This design comes from an exercise in tuning for small area on the open sky130 flow, not from production work. Where RTL was checked, it was by simulation tests only, not by an equivalence proof against the original. The flow treats the clock pin as an ideal source. Dropping or thinning the clock tree relies on that and would not hold on a real chip. No activity file was given, so power comes from the tool's default toggle rates.

// quantizer_link
module quantizer_link (
    input  wire        clk,
    input  wire        rst_s,
    input  wire        trig_in,
    input  wire        sample_valid,
    input  wire [15:0] sample_raw,
    input  wire        tu_tick,
    input  wire        tx_tick,
    output wire [7:0]  bus_out,
    output wire        fault_out,
    output wire        ready,
    input  wire        rst_r,
    input  wire        cap_in,
    input  wire        frt_tick,
    input  wire [7:0]  bus_in,
    output wire [7:0]  duty_a_out,
    output wire [7:0]  duty_b_out,
    output wire        alert_out
);
    ql_sampler u_su (
        .clk          (clk),
        .rst          (rst_s),
        .trig_in      (trig_in),
        .sample_valid (sample_valid),
        .sample_raw   (sample_raw),
        .tu_tick      (tu_tick),
        .tx_tick      (tx_tick),
        .bus_out      (bus_out),
        .fault_out    (fault_out),
        .ready        (ready)
    );
    ql_receiver u_ru (
        .clk        (clk),
        .rst        (rst_r),
        .cap_in     (cap_in),
        .frt_tick   (frt_tick),
        .bus_in     (bus_in),
        .duty_a_out (duty_a_out),
        .duty_b_out (duty_b_out),
        .alert_out  (alert_out)
    );
endmodule
For scale: about 150 cells after synthesis, roughly 36 flip-flops, about 60 I/O pins, about 0.0014 mm2 of cells after synthesis.
clock: 5.0 ns
lec_check: 0
cap_margin: 20
core_area: 2 2 60 60
die_area: 0 0 62 62
place_density: 0.8
slew_margin: 20
standard.sh (not shown) runs the stock make flow with config.mk's settings and CLKGATE_MAP_FILE= SYNTH_SCRIPT=/design/flow/synth_recipe.tcl, a recipe that flattens the netlist after the stock synthesis.
==> flow/flow/run.sh <==
#!/bin/bash
# Own layout flow: the standard ORFS flow, with
#  - an area-oriented ABC mapping script in synthesis, without the adder-cell step
#    (registers unchanged),
#  - the smallest buffer (buf_1) on every input and output port,
#  - one tie cell shared by the constant outputs,
#  - a one-level clock tree (manual_cts.tcl) in place of TritonCTS's H-tree.
# Each tool's output goes to a log file in this folder.
set -euo pipefail
W=$(pwd)
rm -rf "$W/scripts_c"
cp -r "$FLOW_HOME/scripts" "$W/scripts_c"
cp "$W/flow/abc_area.script" "$W/scripts_c/abc_speed.script"
sed -i 's|^log_cmd clock_tree_synthesis .*|source $::env(MANUAL_CTS_TCL); manual_cts $::env(MANUAL_CTS_TARGET) $::env(MANUAL_CTS_CHOICES)|' "$W/scripts_c/cts.tcl"
grep -q manual_cts "$W/scripts_c/cts.tcl"
export SCRIPTS_DIR="$W/scripts_c"
export MANUAL_CTS_TCL="$W/flow/manual_cts.tcl"
B=sky130_fd_sc_hd_
export MANUAL_CTS_TARGET=0.112
export MANUAL_CTS_CHOICES="{${B}_buf_4 ${B}_buf_4 ${B}_buf_4} {${B}_buf_6 ${B}_buf_6} {${B}_buf_4 ${B}_buf_4 ${B}_buf_4 ${B}_buf_4} {${B}_clkbuf_8 ${B}_clkbuf_8} {${B}_buf_8 ${B}_buf_8} {${B}_buf_6 ${B}_buf_6 ${B}_buf_6}"
export BUFFER_PORTS_ARGS="-buffer_cell sky130_fd_sc_hd__buf_1"
export SKIP_REPAIR_TIE_FANOUT=1
export ADDER_MAP_FILE=
# let repair_design resize a driver to another footprint rather than add a buffer
bash standard.sh finish MATCH_CELL_FOOTPRINT=0 > "$W/standard.log" 2>&1
Other scripts of this flow, unchanged in this note and not shown: flow/flow/abc_area.script, flow/flow/manual_cts.tcl
Then changed:
- GPL_TIMING_DRIVEN: default -> 0
Hold slack barely changes.
Core utilization is higher by 3.3 points.
Worst setup slack is worse by 0.020 ns.
Die area does not change.
Sequential power barely changes.
Synthesized area does not change.
Power went up by about 3.6%.
Global-route usage rises by 0.29 points.
Function was not checked in any run of this note: the RTL went through the layout flow alone. No run of this note takes its clock network from TritonCTS; it comes from the design's own scripts or RTL.

Another version of the RTL of quantizer_link (not shown whole).
Size: ~36 flip-flops.
clock: 5.0 ns
lec_check: 0
cap_margin: 20
core_area: 2 2 60 60
die_area: 0 0 62 62
place_density: 0.8
slew_margin: 20
==> flow/flow/run.sh <==
#!/bin/bash
# Own layout flow: the standard ORFS flow, with
#  - an area-oriented ABC mapping script in synthesis, without the adder-cell step
#    (registers unchanged),
#  - the smallest buffer (buf_1) on every input and output port,
#  - one tie cell shared by the constant outputs,
#  - a one-level clock tree (manual_cts.tcl) in place of TritonCTS's H-tree.
# Each tool's output goes to a log file in this folder.
set -euo pipefail
W=$(pwd)
rm -rf "$W/scripts_c"
cp -r "$FLOW_HOME/scripts" "$W/scripts_c"
cp "$W/flow/abc_area.script" "$W/scripts_c/abc_speed.script"
sed -i 's|^log_cmd clock_tree_synthesis .*|source $::env(MANUAL_CTS_TCL); manual_cts $::env(MANUAL_CTS_CELL) $::env(MANUAL_CTS_NBUF); set_propagated_clock [all_clocks]|' "$W/scripts_c/cts.tcl"
grep -q manual_cts "$W/scripts_c/cts.tcl"
export SCRIPTS_DIR="$W/scripts_c"
export MANUAL_CTS_TCL="$W/flow/manual_cts.tcl"
export MANUAL_CTS_CELL=sky130_fd_sc_hd__buf_6
export MANUAL_CTS_NBUF=2
export BUFFER_PORTS_ARGS="-buffer_cell sky130_fd_sc_hd__buf_1"
export SKIP_REPAIR_TIE_FANOUT=1
export ADDER_MAP_FILE=
bash standard.sh > "$W/standard.log" 2>&1
==> flow/flow/manual_cts.tcl <==
proc manual_cts { cell nbuf } {
  set db [ord::get_db]
  set block [ord::get_db_block]
  set master [$db findMaster $cell]
  set clknet [$block findNet clk]
  set sinks {}
  foreach it [$clknet getITerms] {
    set bb [[$it getInst] getBBox]
    lappend sinks [list [expr {([$bb xMin] + [$bb xMax]) / 2.0}] [expr {([$bb yMin] + [$bb yMax]) / 2.0}] $it]
  }
  set sinks [lsort -real -index 0 $sinks]
  set n [llength $sinks]
  # start: centres of nbuf equal strips by x
  set cx {}; set cy {}
  for {set g 0} {$g < $nbuf} {incr g} {
    set s [lindex $sinks [expr {(2 * $g + 1) * $n / (2 * $nbuf)}]]
    lappend cx [lindex $s 0]; lappend cy [lindex $s 1]
  }
  for {set iter 0} {$iter < 20} {incr iter} {
    set grp {}
    foreach s $sinks {
      set best 0; set bd 1e30
      for {set g 0} {$g < $nbuf} {incr g} {
        set d [expr {abs([lindex $s 0] - [lindex $cx $g]) + abs([lindex $s 1] - [lindex $cy $g])}]
        if {$d < $bd} { set bd $d; set best $g }
      }
      lappend grp $best
    }
    for {set g 0} {$g < $nbuf} {incr g} {
      set sx 0; set sy 0; set m 0
      foreach s $sinks k $grp { if {$k == $g} { set sx [expr {$sx + [lindex $s 0]}]; set sy [expr {$sy + [lindex $s 1]}]; incr m } }
      if {$m > 0} { lset cx $g [expr {$sx / $m}]; lset cy $g [expr {$sy / $m}] }
    }
  }
  for {set g 0} {$g < $nbuf} {incr g} {
    set inst [odb::dbInst_create $block $master clkbuf_$g\_clk]
    set net [odb::dbNet_create $block clknet_$g\_clk]
    $net setSigType CLOCK
    set m 0
    foreach s $sinks k $grp {
      if {$k != $g} { continue }
      set it [lindex $s 2]
      $it disconnect
      $it connect $net
      incr m
    }
    [$inst findITerm A] connect $clknet
    [$inst findITerm X] connect $net
    $inst setLocation [expr {int([lindex $cx $g])}] [expr {int([lindex $cy $g])}]
    $inst setPlacementStatus PLACED
    puts "manual_cts: clkbuf_$g\_clk ($cell) drives $m clock pins"
  }
}
Other scripts of this flow, unchanged in this note and not shown: flow/flow/abc_area.script
The baseline completed without violations.
Rerun with:
--- a/flow/flow/run.sh
+++ b/flow/flow/run.sh
@@ -14 +14 @@
-sed -i 's|^log_cmd clock_tree_synthesis .*|source $::env(MANUAL_CTS_TCL); manual_cts $::env(MANUAL_CTS_CELL) $::env(MANUAL_CTS_NBUF); set_propagated_clock [all_clocks]|' "$W/scripts_c/cts.tcl"
+sed -i 's|^log_cmd clock_tree_synthesis .*|source $::env(MANUAL_CTS_TCL); manual_cts $::env(MANUAL_CTS_TARGET) $::env(MANUAL_CTS_CHOICES)|' "$W/scripts_c/cts.tcl"
@@ -18,2 +18,2 @@
-export MANUAL_CTS_CELL=sky130_fd_sc_hd__buf_6
-export MANUAL_CTS_NBUF=2
+export MANUAL_CTS_TARGET=0.118
+export MANUAL_CTS_CHOICES="{sky130_fd_sc_hd__buf_4 3} {sky130_fd_sc_hd__buf_6 2} {sky130_fd_sc_hd__clkbuf_8 2} {sky130_fd_sc_hd__buf_4 4} {sky130_fd_sc_hd__buf_8 2} {sky130_fd_sc_hd__buf_6 3}"
--- a/flow/flow/manual_cts.tcl
+++ b/flow/flow/manual_cts.tcl
@@ -1,5 +1,2 @@
-proc manual_cts { cell nbuf } {
-  set db [ord::get_db]
-  set block [ord::get_db_block]
-  set master [$db findMaster $cell]
-  set clknet [$block findNet clk]
+
+proc mcts_sinks { clknet } {
@@ -11 +8,10 @@
-  set sinks [lsort -real -index 0 $sinks]
+  return [lsort -real -index 0 $sinks]
+}
+
+# Build the tree; returns the buffers it made.
+proc mcts_build { cell nbuf } {
+  set db [ord::get_db]
+  set block [ord::get_db_block]
+  set master [$db findMaster $cell]
+  set clknet [$block findNet clk]
+  set sinks [mcts_sinks $clknet]
@@ -13 +18,0 @@
-  # start: centres of nbuf equal strips by x
@@ -34,0 +40 @@
+  set made {}
@@ -39 +44,0 @@
-    set m 0
@@ -45 +49,0 @@
-      incr m
@@ -51 +55,18 @@
-    puts "manual_cts: clkbuf_$g\_clk ($cell) drives $m clock pins"
+    lappend made $inst
+  }
+  return $made
+}
+
+# Undo mcts_build.
+proc mcts_remove { made } {
+  set block [ord::get_db_block]
+  set clknet [$block findNet clk]
+  foreach inst $made {
+    set net [[$inst findITerm X] getNet]
+    foreach it [$net getITerms] {
+      if {[$it getInst] eq $inst} { continue }
+      $it disconnect
+      $it connect $clknet
+    }
+    odb::dbInst_destroy $inst
+    odb::dbNet_destroy $net
@@ -53,0 +75,26 @@
+
+proc mcts_worst_slew { } {
+  estimate_parasitics -placement
+  set m 0
+  foreach p [get_pins -hier */CLK] {
+    set s [get_property $p slew_max]
+    if {$s > $m} { set m $s }
+  }
+  return $m
+}
+
+proc manual_cts { target choices } {
+  set_propagated_clock [all_clocks]
+  set last [lindex $choices end]
+  foreach c $choices {
+    lassign $c cell nbuf
+    set made [mcts_build $cell $nbuf]
+    set s [mcts_worst_slew]
+    puts "manual_cts: $nbuf x $cell, estimated worst clock-pin slew $s"
+    if {$s <= $target || $c eq $last} {
+      puts "manual_cts: keeping $nbuf x $cell"
+      return
+    }
+    mcts_remove $made
+  }
+}
=> The changed run finished with timing, DRC and antenna clean; setup slack improves by 0.023 ns; global-route usage stays flat; cell count stays the same; via count went up by about 0.35%; register-to-register slack hardly moves; die area is unchanged.
In every run of this note, the design's own scripts or RTL, not TritonCTS, make the clock network.

==> what the ideal ports hide <==
How much do the figures lean on ideal ports? The routed layouts below were timed once more, with nothing changed but the port constraints.
Step 1 (the two cells are an assumption about what drives the block):
set clk [get_ports {clk}]
set_driving_cell -lib_cell sky130_fd_sc_hd__clkbuf_16 $clk
set_driving_cell -lib_cell sky130_fd_sc_hd__buf_2 [delete_from_list [all_inputs] $clk]
Step 2 times the ports against the registers' clock, not the clock port: input delays grow and output delays shrink by t, the midpoint of the rising clock arrivals with the driver on.
Slacks: ideal ports / drivers / drivers and shift; pairs: ideal ports / drivers.
run | shift t [ns] | slack for setup (ns) | clock arrival spread, ns
the first run of note 1 | 0.169 | 2.072 / 2.081 / 1.912 | 0.005 / 0.004
the second run of note 1 | 0.167 | 2.052 / 2.073 / 1.907 | 0.005 / 0.005
the first run of note 2 | 0.170 | 2.109 / 2.127 / 1.957 | 0.017 / 0.016
the second run of note 2 | 0.194 | 2.131 / 2.149 / 1.956 | 0.017 / 0.017
After both steps every run listed still meets setup and hold. The setup slack of the second run of note 2, which loses most, moves by +0.018 ns with the drivers and by -0.175 ns with both steps.
